This is an optimization exercise on Yosys and OpenROAD, whose aim is small area, not a production implementation.
RTL that was checked went through simulation tests only; none was proved equivalent to the original.
Power is estimated from default activity; no workload was simulated.

==> raven <==
Design fcb, start of the top module:
module fcb (
    input  wire        CLK,
    input  wire        RST,
    input  wire [3:0]  COL_IN,
    input  wire        DATA_IN,
    output wire [3:0]  ROW_OUT,
    output wire        COL_PULL,
    output wire        DATA_OE,
    output wire        DATA_OUT,
    output wire        DATA_PU,
    output reg  [15:0] MOTOR_DUTY,
    output reg         MOTOR_WR,
    output reg         MOTOR_EN,
    output wire [52:0] DISP_WORD,
    output wire        DISP_WR,
    output wire        IL_TRIPPED,
    output wire [1:0]  SN_STATUS,
    output wire [4:0]  KEY_CODE
);
    wire [2:0] cs_speed;
    wire [1:0] cs_mode;
    wire [1:0] cs_thr;
    wire       fg_duty_we, bg_duty_we;
    wire [2:0] fg_duty, bg_duty;
    reg  [2:0] duty;
    fcb_fg u_fg (
        .clk        (CLK),
        .rst        (RST),
        .col_in     (COL_IN),
        .il_tripped (IL_TRIPPED),
        .row_out    (ROW_OUT),
        .kp_res     (KEY_CODE),
        .cs_speed   (cs_speed),
        .cs_mode    (cs_mode),
        .cs_thr     (cs_thr),
        .duty_we    (fg_duty_we),
        .duty_val   (fg_duty)
    );
    fcb_bg u_bg (
        .clk        (CLK),
        .rst        (RST),
        .data_in    (DATA_IN),
        .cs_speed   (cs_speed),
        .cs_mode    (cs_mode),
        .cs_thr     (cs_thr),
        .data_oe    (DATA_OE),
        .data_out   (DATA_OUT),
        .il_tripped (IL_TRIPPED),
        .sn_status  (SN_STATUS),
        .disp_word  (DISP_WORD),
        .disp_wr    (DISP_WR),
        .duty_we    (bg_duty_we),
  ...
make LEC_CHECK=0 CAP_MARGIN=20 CORE_MARGIN=2 CORE_UTILIZATION=40 CTS_BUF_LIST=sky130_fd_sc_hd__clkbuf_8 SLEW_MARGIN=20 finish   # period 10.0 ns
run.sh (not shown) runs the stock make flow with config.mk's settings and CLKGATE_MAP_FILE= SYNTH_SCRIPT=/design/flow/synth_recipe.tcl, a recipe that flattens the netlist after the stock synthesis.
==> maple (differences from raven) <==
--- a/flow/design.v
+++ b/flow/design.v
@@ -15,18 +15,17 @@
                      F_CHECKK = 3'd1,    
                      F_WAIT   = 3'd2,
                      F_SAMPLE = 3'd3,
                      F_DISP   = 3'd4,    
                      F_DISPK  = 3'd5;    
     reg [2:0] state;
     reg [1:0] row;
     reg [1:0] col;
-    reg [6:0] dcnt;         
-    wire      dcnt_idle = dcnt[6] & dcnt[5] & dcnt[1] & dcnt[0];
+    reg [6:0] dcnt;
     wire scanning = (state == F_WAIT) || (state == F_SAMPLE);
     assign row_out = scanning ? ~(4'b0001 << row) : 4'b1111;
     wire show_key = (state == F_DISPK) || (state == F_CHECKK);
     assign kp_res = show_key ? {1'b1, row, col} : 5'd0;
     wire [3:0] active_cols = ~col_in;
     reg  [1:0] first_col;
     always @(*) begin
         if (active_cols[0])      first_col = 2'd0;
@@ -53,36 +52,36 @@
             default: ;
         endcase
     end
     assign duty_val = arg;
     assign duty_we  = (state == F_DISPK) && (op == 2'd1) && (cs_mode == 2'd0) && !il_tripped;
     always @(posedge clk) begin
         if (rst) begin
             state    <= F_CHECK;
-            dcnt     <= 7'd99;
+            dcnt     <= 7'd0;
             cs_speed <= 3'd0;
             cs_mode  <= 2'd0;
             cs_thr   <= 2'd0;
         end else begin
             case (state)
                 F_CHECK, F_CHECKK: begin
-                    if (!dcnt_idle) begin
-                        dcnt  <= dcnt + 7'd1;
+                    if (dcnt != 7'd0) begin
+                        dcnt  <= dcnt - 7'd1;
                         state <= F_DISP;
                     end else begin
                         row   <= 2'd0;
                         state <= F_WAIT;
                     end
                 end
                 F_WAIT: state <= F_SAMPLE;
                 F_SAMPLE: begin
                     if (active_cols != 4'd0) begin
                         col   <= first_col;
-                        dcnt  <= 7'd0;
+                        dcnt  <= 7'd99;
                         state <= F_DISPK;
                     end else if (row == 2'd3) begin
                         state <= F_DISP;
                     end else begin
                         row   <= row + 2'd1;
                         state <= F_WAIT;
                     end
                 end
@@ -103,17 +102,17 @@
 module fcb_bg (
     input  wire        clk,
     input  wire        rst,
     input  wire        data_in,
     input  wire [2:0]  cs_speed,
     input  wire [1:0]  cs_mode,
     input  wire [1:0]  cs_thr,
     output wire        data_oe,
-    output wire        data_out,
+    output reg         data_out,
     output reg         il_tripped,
     output reg  [1:0]  sn_status,
     output wire [52:0] disp_word,
     output reg         disp_wr,
     output wire        duty_we,
     output wire [2:0]  duty_val
 );
     localparam [3:0] B_START     = 4'd0,
@@ -129,17 +128,17 @@
                      B_OFF       = 4'd10,
                      B_DWELL_OFF = 4'd11;
     localparam [1:0] M_UNSET = 2'd0, M_NATURAL = 2'd2, M_SLEEP = 2'd3;
     reg [3:0]  state;
     reg [1:0]  bg_md;
     reg [2:0]  bg_spd;
     reg [13:0] tmr;
     reg [10:0] cnt;
-    wire       rd_valid;
+    reg        rd_valid;
     reg [2:0]  ge;          
     reg [31:0] frame;       
     reg [7:0]  ck;          
     reg [2:0]  d_spd;
     reg [1:0]  d_md;
     reg [1:0]  d_thr;
     reg        d_valid;
     reg [31:0] d_rd;
@@ -164,17 +163,17 @@
             default: thr8 = 8'd0;        
         endcase
     end
     assign disp_word = {spd7, d_md, thr8, d_valid, d_rd, d_st, d_warn};
     wire [4:0] td_div10 = frame[7:0] / 8'd10;
     wire [8:0] temp_int = frame[15:8] + {4'd0, td_div10};
     wire rate_limited = rd_valid && (cnt != 11'd0);
     wire       bit_ev  = cnt[0] && !cnt[7];
-    wire       bit_val = tmr[6] | (tmr[5] & tmr[4] & (tmr[3] | tmr[2] | tmr[1]));   
+    wire       bit_val = (tmr <= 14'd49);
     wire       cx      = bit_val ^ !cnt[6];
     wire [7:0] ck_pos  = 8'd1 << cnt[3:1];
     reg  [7:0] ck_add;
     integer k;
     always @(*) begin
         ck_add[0] = ck_pos[0] & cx;
         for (k = 1; k < 8; k = k + 1)
             ck_add[k] = (ck_pos[k] & cx) | (ck_add[k-1] & ck[k-1]);
@@ -183,20 +182,18 @@
     always @(*) begin
         case (cs_thr)
             2'd0:    ge_sel = ge[0];
             2'd1:    ge_sel = ge[1];
             default: ge_sel = ge[2];
         endcase
     end
     wire trip = !rd_valid || ge_sel;
-    assign data_oe  = (state == S_HIGH) || (state == S_LOW);
-    assign rd_valid = d_valid || (sn_status == 2'd1);
-    assign data_out = (state == S_HIGH) ||
-                      ((state == B_START || state == S_RATE) && sn_status == 2'd0);
+    wire [13:0] dwell_m1 = (bg_md == M_SLEEP) ? 14'd1999 : 14'd999;
+    assign data_oe = (state == S_HIGH) || (state == S_LOW);
     assign duty_we = ((state == B_INTERLOCK) && trip) ||
                      ((state == B_PATTERN) && (cs_mode == bg_md) && (bg_md != M_UNSET)) ||
                      ((state == B_OFF) && (cs_mode == bg_md));
     assign duty_val = (state == B_PATTERN) ? bg_spd : 3'd0;
     wire data_changed = (data_in != cnt[0]);
     reg disp_we, disp_warn;
     always @(*) begin
         disp_we   = 1'b0;
@@ -223,126 +220,144 @@
             d_thr   <= cs_thr;
             d_valid <= rd_valid;
             if (sn_status == 2'd1)
                 d_rd <= frame;
             d_st    <= sn_status;
             d_warn  <= disp_warn;
         end
     end
-    wire at9    = tmr[3] & tmr[0];
-    wire at99   = tmr[6] & tmr[5] & tmr[1] & tmr[0];
-    wire at179  = tmr[7] & tmr[5] & tmr[4] & tmr[1] & tmr[0];
-    wire at999  = tmr[9] & tmr[8] & tmr[7] & tmr[6] & tmr[5] & tmr[2] & tmr[1] & tmr[0];
-    wire at1999 = tmr[10] & tmr[9] & tmr[8] & tmr[7] & tmr[6] & tmr[3] & tmr[2] & tmr[1] & tmr[0];
-    wire at9999 = tmr[13] & tmr[10] & tmr[9] & tmr[8] & tmr[3] & tmr[2] & tmr[1] & tmr[0];
-    wire dwell_end = (bg_md == M_SLEEP) ? at1999 : at999;
-    reg tmr_clr;
-    always @(*) begin
-        case (state)
-            S_RATE, B_INTERLOCK, B_PATTERN, B_OFF: tmr_clr = 1'b1;
-            S_HIGH:  tmr_clr = at9;
-            S_LOW:   tmr_clr = at179;
-            S_CAP:   tmr_clr = data_changed;
-            default: tmr_clr = 1'b0;
-        endcase
-    end
     always @(posedge clk) begin
-        tmr <= tmr_clr ? 14'd0 : tmr + 14'd1;
         if (state != S_CAP && cnt != 11'd0)
             cnt <= cnt - 11'd1;
         if (rst) begin
             state      <= B_START;
+            rd_valid   <= 1'b0;
+            data_out   <= 1'b1;
             il_tripped <= 1'b1;
             sn_status  <= 2'd0;
             disp_wr    <= 1'b0;
         end else begin
             disp_wr <= disp_we;
             case (state)
                 B_START: begin
                     bg_md  <= cs_mode;
                     bg_spd <= cs_speed;
                     state  <= S_RATE;
                 end
                 S_RATE: begin
-                    if (rate_limited)
+                    if (rate_limited) begin
                         state <= B_INTERLOCK;
-                    else
-                        state <= S_HIGH;
+                    end else begin
+                        data_out <= 1'b1;
+                        tmr      <= 14'd9;
+                        state    <= S_HIGH;
+                    end
                 end
                 S_HIGH: begin
-                    if (at9)
-                        state <= S_LOW;
+                    if (tmr == 14'd0) begin
+                        data_out <= 1'b0;
+                        tmr      <= 14'd179;
+                        state    <= S_LOW;
+                    end else begin
+                        tmr <= tmr - 14'd1;
+                    end
                 end
                 S_LOW: begin
-                    if (at179) begin
-                        cnt   <= 11'd131;
-                        ck    <= 8'd1;
-                        state <= S_CAP;
+                    if (tmr == 14'd0) begin
+                        cnt     <= 11'd131;
+                        ck      <= 8'd1;
+                        tmr     <= 14'd99;
+                        state   <= S_CAP;
+                    end else begin
+                        tmr <= tmr - 14'd1;
                     end
                 end
                 S_CAP: begin
                     if (data_changed) begin
                         cnt <= cnt - 11'd1;
                         if (cnt != 11'd47) begin
                             if (bit_ev && cnt[6])
                                 frame <= {frame[30:0], bit_val};
                             if (bit_ev)
                                 ck <= ck ^ ck_add;
+                            tmr     <= 14'd99;
                         end else begin
-                            state <= S_DEC;             
+                            state   <= S_DEC;           
                         end
-                    end else if (at99) begin
-                        state <= S_DEC;
+                    end else begin
+                        if (tmr == 14'd0)
+                            state <= S_DEC;
+                        else
+                            tmr <= tmr - 14'd1;
                     end
                 end
                 S_DEC: begin
                     cnt <= 11'd0;
                     if (cnt != 11'd47) begin
                         sn_status <= 2'd2;               
                     end else if (ck == 8'd0) begin
+                        rd_valid  <= 1'b1;
                         cnt       <= 11'd1999;
                         ge[0]     <= (temp_int >= 9'd100);
                         ge[1]     <= (temp_int >= 9'd30);
                         ge[2]     <= (temp_int >= 9'd40);
                         sn_status <= 2'd1;               
                     end else begin
                         sn_status <= 2'd3;               
                     end
                     state <= B_INTERLOCK;
                 end
                 B_INTERLOCK: begin
-                    il_tripped <= trip;
-                    state      <= trip ? B_COOL : B_PATTERN;
+                    if (trip) begin
+                        il_tripped <= 1'b1;
+                        tmr        <= 14'd9999;
+                        state      <= B_COOL;
+                    end else begin
+                        il_tripped <= 1'b0;
+                        state      <= B_PATTERN;
+                    end
                 end
                 B_COOL: begin
-                    if (at9999)
+                    if (tmr == 14'd0)
                         state <= B_START;
+                    else
+                        tmr <= tmr - 14'd1;
                 end
                 B_PATTERN: begin
-                    if (cs_mode == bg_md && (bg_md == M_NATURAL || bg_md == M_SLEEP))
+                    if (cs_mode != bg_md) begin
+                        state <= B_START;
+                    end else if (bg_md == M_NATURAL || bg_md == M_SLEEP) begin
+                        tmr   <= dwell_m1;
                         state <= B_DWELL_ON;
-                    else
+                    end else begin
                         state <= B_START;
+                    end
                 end
                 B_DWELL_ON: begin
                     if (cs_mode != bg_md)
                         state <= B_START;
-                    else if (dwell_end)
+                    else if (tmr == 14'd0)
                         state <= B_OFF;
+                    else
+                        tmr <= tmr - 14'd1;
                 end
                 B_OFF: begin
-                    if (cs_mode != bg_md)
+                    if (cs_mode != bg_md) begin
                         state <= B_START;
-                    else
+                    end else begin
+                        tmr   <= dwell_m1;
                         state <= B_DWELL_OFF;
+                    end
                 end
                 B_DWELL_OFF: begin
-                    if (cs_mode != bg_md || dwell_end)
+                    if (cs_mode != bg_md || tmr == 14'd0)
                         state <= B_START;
+                    else
+                        tmr <= tmr - 14'd1;
                 end
                 default: state <= B_START;
             endcase
         end
     end
 endmodule
 module fcb (
     input  wire        CLK,
CORE_UTILIZATION = 65   (was 40)
==> lagoon (differences from raven) <==
--- a/flow/design.v
+++ b/flow/design.v
@@ -15,18 +15,17 @@
                      F_CHECKK = 3'd1,    
                      F_WAIT   = 3'd2,
                      F_SAMPLE = 3'd3,
                      F_DISP   = 3'd4,    
                      F_DISPK  = 3'd5;    
     reg [2:0] state;
     reg [1:0] row;
     reg [1:0] col;
-    reg [6:0] dcnt;         
-    wire      dcnt_idle = dcnt[6] & dcnt[5] & dcnt[1] & dcnt[0];
+    reg [6:0] dcnt;
     wire scanning = (state == F_WAIT) || (state == F_SAMPLE);
     assign row_out = scanning ? ~(4'b0001 << row) : 4'b1111;
     wire show_key = (state == F_DISPK) || (state == F_CHECKK);
     assign kp_res = show_key ? {1'b1, row, col} : 5'd0;
     wire [3:0] active_cols = ~col_in;
     reg  [1:0] first_col;
     always @(*) begin
         if (active_cols[0])      first_col = 2'd0;
@@ -53,36 +52,36 @@
             default: ;
         endcase
     end
     assign duty_val = arg;
     assign duty_we  = (state == F_DISPK) && (op == 2'd1) && (cs_mode == 2'd0) && !il_tripped;
     always @(posedge clk) begin
         if (rst) begin
             state    <= F_CHECK;
-            dcnt     <= 7'd99;
+            dcnt     <= 7'd0;
             cs_speed <= 3'd0;
             cs_mode  <= 2'd0;
             cs_thr   <= 2'd0;
         end else begin
             case (state)
                 F_CHECK, F_CHECKK: begin
-                    if (!dcnt_idle) begin
-                        dcnt  <= dcnt + 7'd1;
+                    if (dcnt != 7'd0) begin
+                        dcnt  <= dcnt - 7'd1;
                         state <= F_DISP;
                     end else begin
                         row   <= 2'd0;
                         state <= F_WAIT;
                     end
                 end
                 F_WAIT: state <= F_SAMPLE;
                 F_SAMPLE: begin
                     if (active_cols != 4'd0) begin
                         col   <= first_col;
-                        dcnt  <= 7'd0;
+                        dcnt  <= 7'd99;
                         state <= F_DISPK;
                     end else if (row == 2'd3) begin
                         state <= F_DISP;
                     end else begin
                         row   <= row + 2'd1;
                         state <= F_WAIT;
                     end
                 end
@@ -103,17 +102,17 @@
 module fcb_bg (
     input  wire        clk,
     input  wire        rst,
     input  wire        data_in,
     input  wire [2:0]  cs_speed,
     input  wire [1:0]  cs_mode,
     input  wire [1:0]  cs_thr,
     output wire        data_oe,
-    output wire        data_out,
+    output reg         data_out,
     output reg         il_tripped,
     output reg  [1:0]  sn_status,
     output wire [52:0] disp_word,
     output reg         disp_wr,
     output wire        duty_we,
     output wire [2:0]  duty_val
 );
     localparam [3:0] B_START     = 4'd0,
@@ -129,17 +128,17 @@
                      B_OFF       = 4'd10,
                      B_DWELL_OFF = 4'd11;
     localparam [1:0] M_UNSET = 2'd0, M_NATURAL = 2'd2, M_SLEEP = 2'd3;
     reg [3:0]  state;
     reg [1:0]  bg_md;
     reg [2:0]  bg_spd;
     reg [13:0] tmr;
     reg [10:0] cnt;
-    wire       rd_valid;
+    reg        rd_valid;
     reg [2:0]  ge;          
     reg [31:0] frame;       
     reg [7:0]  ck;          
     reg [2:0]  d_spd;
     reg [1:0]  d_md;
     reg [1:0]  d_thr;
     reg        d_valid;
     reg [31:0] d_rd;
@@ -164,17 +163,17 @@
             default: thr8 = 8'd0;        
         endcase
     end
     assign disp_word = {spd7, d_md, thr8, d_valid, d_rd, d_st, d_warn};
     wire [4:0] td_div10 = frame[7:0] / 8'd10;
     wire [8:0] temp_int = frame[15:8] + {4'd0, td_div10};
     wire rate_limited = rd_valid && (cnt != 11'd0);
     wire       bit_ev  = cnt[0] && !cnt[7];
-    wire       bit_val = tmr[6] | (tmr[5] & tmr[4] & (tmr[3] | tmr[2] | tmr[1]));   
+    wire       bit_val = (tmr <= 14'd49);
     wire       cx      = bit_val ^ !cnt[6];
     wire [7:0] ck_pos  = 8'd1 << cnt[3:1];
     reg  [7:0] ck_add;
     integer k;
     always @(*) begin
         ck_add[0] = ck_pos[0] & cx;
         for (k = 1; k < 8; k = k + 1)
             ck_add[k] = (ck_pos[k] & cx) | (ck_add[k-1] & ck[k-1]);
@@ -183,20 +182,18 @@
     always @(*) begin
         case (cs_thr)
             2'd0:    ge_sel = ge[0];
             2'd1:    ge_sel = ge[1];
             default: ge_sel = ge[2];
         endcase
     end
     wire trip = !rd_valid || ge_sel;
-    assign data_oe  = (state == S_HIGH) || (state == S_LOW);
-    assign rd_valid = d_valid || (sn_status == 2'd1);
-    assign data_out = (state == S_HIGH) ||
-                      ((state == B_START || state == S_RATE) && sn_status == 2'd0);
+    wire [13:0] dwell_m1 = (bg_md == M_SLEEP) ? 14'd1999 : 14'd999;
+    assign data_oe = (state == S_HIGH) || (state == S_LOW);
     assign duty_we = ((state == B_INTERLOCK) && trip) ||
                      ((state == B_PATTERN) && (cs_mode == bg_md) && (bg_md != M_UNSET)) ||
                      ((state == B_OFF) && (cs_mode == bg_md));
     assign duty_val = (state == B_PATTERN) ? bg_spd : 3'd0;
     wire data_changed = (data_in != cnt[0]);
     reg disp_we, disp_warn;
     always @(*) begin
         disp_we   = 1'b0;
@@ -223,126 +220,144 @@
             d_thr   <= cs_thr;
             d_valid <= rd_valid;
             if (sn_status == 2'd1)
                 d_rd <= frame;
             d_st    <= sn_status;
             d_warn  <= disp_warn;
         end
     end
-    wire at9    = tmr[3] & tmr[0];
-    wire at99   = tmr[6] & tmr[5] & tmr[1] & tmr[0];
-    wire at179  = tmr[7] & tmr[5] & tmr[4] & tmr[1] & tmr[0];
-    wire at999  = tmr[9] & tmr[8] & tmr[7] & tmr[6] & tmr[5] & tmr[2] & tmr[1] & tmr[0];
-    wire at1999 = tmr[10] & tmr[9] & tmr[8] & tmr[7] & tmr[6] & tmr[3] & tmr[2] & tmr[1] & tmr[0];
-    wire at9999 = tmr[13] & tmr[10] & tmr[9] & tmr[8] & tmr[3] & tmr[2] & tmr[1] & tmr[0];
-    wire dwell_end = (bg_md == M_SLEEP) ? at1999 : at999;
-    reg tmr_clr;
-    always @(*) begin
-        case (state)
-            S_RATE, B_INTERLOCK, B_PATTERN, B_OFF: tmr_clr = 1'b1;
-            S_HIGH:  tmr_clr = at9;
-            S_LOW:   tmr_clr = at179;
-            S_CAP:   tmr_clr = data_changed;
-            default: tmr_clr = 1'b0;
-        endcase
-    end
     always @(posedge clk) begin
-        tmr <= tmr_clr ? 14'd0 : tmr + 14'd1;
         if (state != S_CAP && cnt != 11'd0)
             cnt <= cnt - 11'd1;
         if (rst) begin
             state      <= B_START;
+            rd_valid   <= 1'b0;
+            data_out   <= 1'b1;
             il_tripped <= 1'b1;
             sn_status  <= 2'd0;
             disp_wr    <= 1'b0;
         end else begin
             disp_wr <= disp_we;
             case (state)
                 B_START: begin
                     bg_md  <= cs_mode;
                     bg_spd <= cs_speed;
                     state  <= S_RATE;
                 end
                 S_RATE: begin
-                    if (rate_limited)
+                    if (rate_limited) begin
                         state <= B_INTERLOCK;
-                    else
-                        state <= S_HIGH;
+                    end else begin
+                        data_out <= 1'b1;
+                        tmr      <= 14'd9;
+                        state    <= S_HIGH;
+                    end
                 end
                 S_HIGH: begin
-                    if (at9)
-                        state <= S_LOW;
+                    if (tmr == 14'd0) begin
+                        data_out <= 1'b0;
+                        tmr      <= 14'd179;
+                        state    <= S_LOW;
+                    end else begin
+                        tmr <= tmr - 14'd1;
+                    end
                 end
                 S_LOW: begin
-                    if (at179) begin
-                        cnt   <= 11'd131;
-                        ck    <= 8'd1;
-                        state <= S_CAP;
+                    if (tmr == 14'd0) begin
+                        cnt     <= 11'd131;
+                        ck      <= 8'd1;
+                        tmr     <= 14'd99;
+                        state   <= S_CAP;
+                    end else begin
+                        tmr <= tmr - 14'd1;
                     end
                 end
                 S_CAP: begin
                     if (data_changed) begin
                         cnt <= cnt - 11'd1;
                         if (cnt != 11'd47) begin
                             if (bit_ev && cnt[6])
                                 frame <= {frame[30:0], bit_val};
                             if (bit_ev)
                                 ck <= ck ^ ck_add;
+                            tmr     <= 14'd99;
                         end else begin
-                            state <= S_DEC;             
+                            state   <= S_DEC;           
                         end
-                    end else if (at99) begin
-                        state <= S_DEC;
+                    end else begin
+                        if (tmr == 14'd0)
+                            state <= S_DEC;
+                        else
+                            tmr <= tmr - 14'd1;
                     end
                 end
                 S_DEC: begin
                     cnt <= 11'd0;
                     if (cnt != 11'd47) begin
                         sn_status <= 2'd2;               
                     end else if (ck == 8'd0) begin
+                        rd_valid  <= 1'b1;
                         cnt       <= 11'd1999;
                         ge[0]     <= (temp_int >= 9'd100);
                         ge[1]     <= (temp_int >= 9'd30);
                         ge[2]     <= (temp_int >= 9'd40);
                         sn_status <= 2'd1;               
                     end else begin
                         sn_status <= 2'd3;               
                     end
                     state <= B_INTERLOCK;
                 end
                 B_INTERLOCK: begin
-                    il_tripped <= trip;
-                    state      <= trip ? B_COOL : B_PATTERN;
+                    if (trip) begin
+                        il_tripped <= 1'b1;
+                        tmr        <= 14'd9999;
+                        state      <= B_COOL;
+                    end else begin
+                        il_tripped <= 1'b0;
+                        state      <= B_PATTERN;
+                    end
                 end
                 B_COOL: begin
-                    if (at9999)
+                    if (tmr == 14'd0)
                         state <= B_START;
+                    else
+                        tmr <= tmr - 14'd1;
                 end
                 B_PATTERN: begin
-                    if (cs_mode == bg_md && (bg_md == M_NATURAL || bg_md == M_SLEEP))
+                    if (cs_mode != bg_md) begin
+                        state <= B_START;
+                    end else if (bg_md == M_NATURAL || bg_md == M_SLEEP) begin
+                        tmr   <= dwell_m1;
                         state <= B_DWELL_ON;
-                    else
+                    end else begin
                         state <= B_START;
+                    end
                 end
                 B_DWELL_ON: begin
                     if (cs_mode != bg_md)
                         state <= B_START;
-                    else if (dwell_end)
+                    else if (tmr == 14'd0)
                         state <= B_OFF;
+                    else
+                        tmr <= tmr - 14'd1;
                 end
                 B_OFF: begin
-                    if (cs_mode != bg_md)
+                    if (cs_mode != bg_md) begin
                         state <= B_START;
-                    else
+                    end else begin
+                        tmr   <= dwell_m1;
                         state <= B_DWELL_OFF;
+                    end
                 end
                 B_DWELL_OFF: begin
-                    if (cs_mode != bg_md || dwell_end)
+                    if (cs_mode != bg_md || tmr == 14'd0)
                         state <= B_START;
+                    else
+                        tmr <= tmr - 14'd1;
                 end
                 default: state <= B_START;
             endcase
         end
     end
 endmodule
 module fcb (
     input  wire        CLK,
==> flow/flow/run.sh (new file) <==
#!/bin/bash
# Standard layout (the standard.sh, unchanged synthesis), except that the
# port buffers are the smallest buffer cell instead of the one buffer_ports picks.
set -euo pipefail
bash standard.sh "BUFFER_PORTS_ARGS=-buffer_cell sky130_fd_sc_hd__buf_1" finish > standard_make.log 2>&1
==> flow/standard.sh (new file) <==
#!/bin/bash
# synth_recipe.tcl (not shown) runs the flow's synth.tcl, then flattens the netlist and writes it again
# the make line also repeats each setting of config.mk as NAME=value (left out here)
make -C /OpenROAD-flow-scripts/flow DESIGN_CONFIG=/design/flow/config.mk WORK_HOME=/design/flow/orfs CLKGATE_MAP_FILE= SYNTH_SCRIPT=/design/flow/synth_recipe.tcl "${@:-finish}"
removed: flow/run.sh
==> run summary <==
The highest sequential share of layout area belongs to lagoon, the lowest to raven.
Sequential power: raven < lagoon < maple.
Of lagoon and maple, maple has the higher count of clock-buffer cells in the layout (gap 1).
Fmax: raven > lagoon > maple.
Routed wire length: maple > raven > lagoon.
raven finished with timing, DRC and antenna clean. lagoon finished clean. maple completed with no timing, DRC or antenna violations.
Between raven and lagoon, the lower area after synthesis is in raven (gap 2.4%, measured against lagoon).
Cell count: lagoon is larger than raven (2.3%).
Against maple, the register-to-register slack of lagoon is better by 0.07 ns.
Global-route usage: lagoon < raven < maple.
Function not checked in maple and lagoon: the RTL went through the layout flow alone.

what the ideal ports hide:
In the flow no input, the clock included, has a driving cell. The finished layouts below were timed again as built, in two steps. Step 1 assumes that a clkbuf_16 drives the clock port and a buf_2 every other input. Step 2, shift: input delay + t, output delay - t, t = (earliest + latest rising clock arrival at the registers) / 2. This alone moves slack from input paths to output paths. Three values: ideal, step 1, step 2; two values: the first two.
run	shift t [ns]	setup slack, ns	worst data-port slew with drivers (ns)	cell pins on the clock port's net
raven	0.489	5.687 / 5.687 / 5.615	0.03	1
maple	0.482	5.020 / 5.020 / 5.020	0.03	1
lagoon	0.487	5.088 / 5.088 / 5.088	0.05	1
After both steps every run listed still meets setup and hold. The setup slack of raven, which loses most, moves by 0.000 ns with the drivers and by -0.072 ns with both steps.
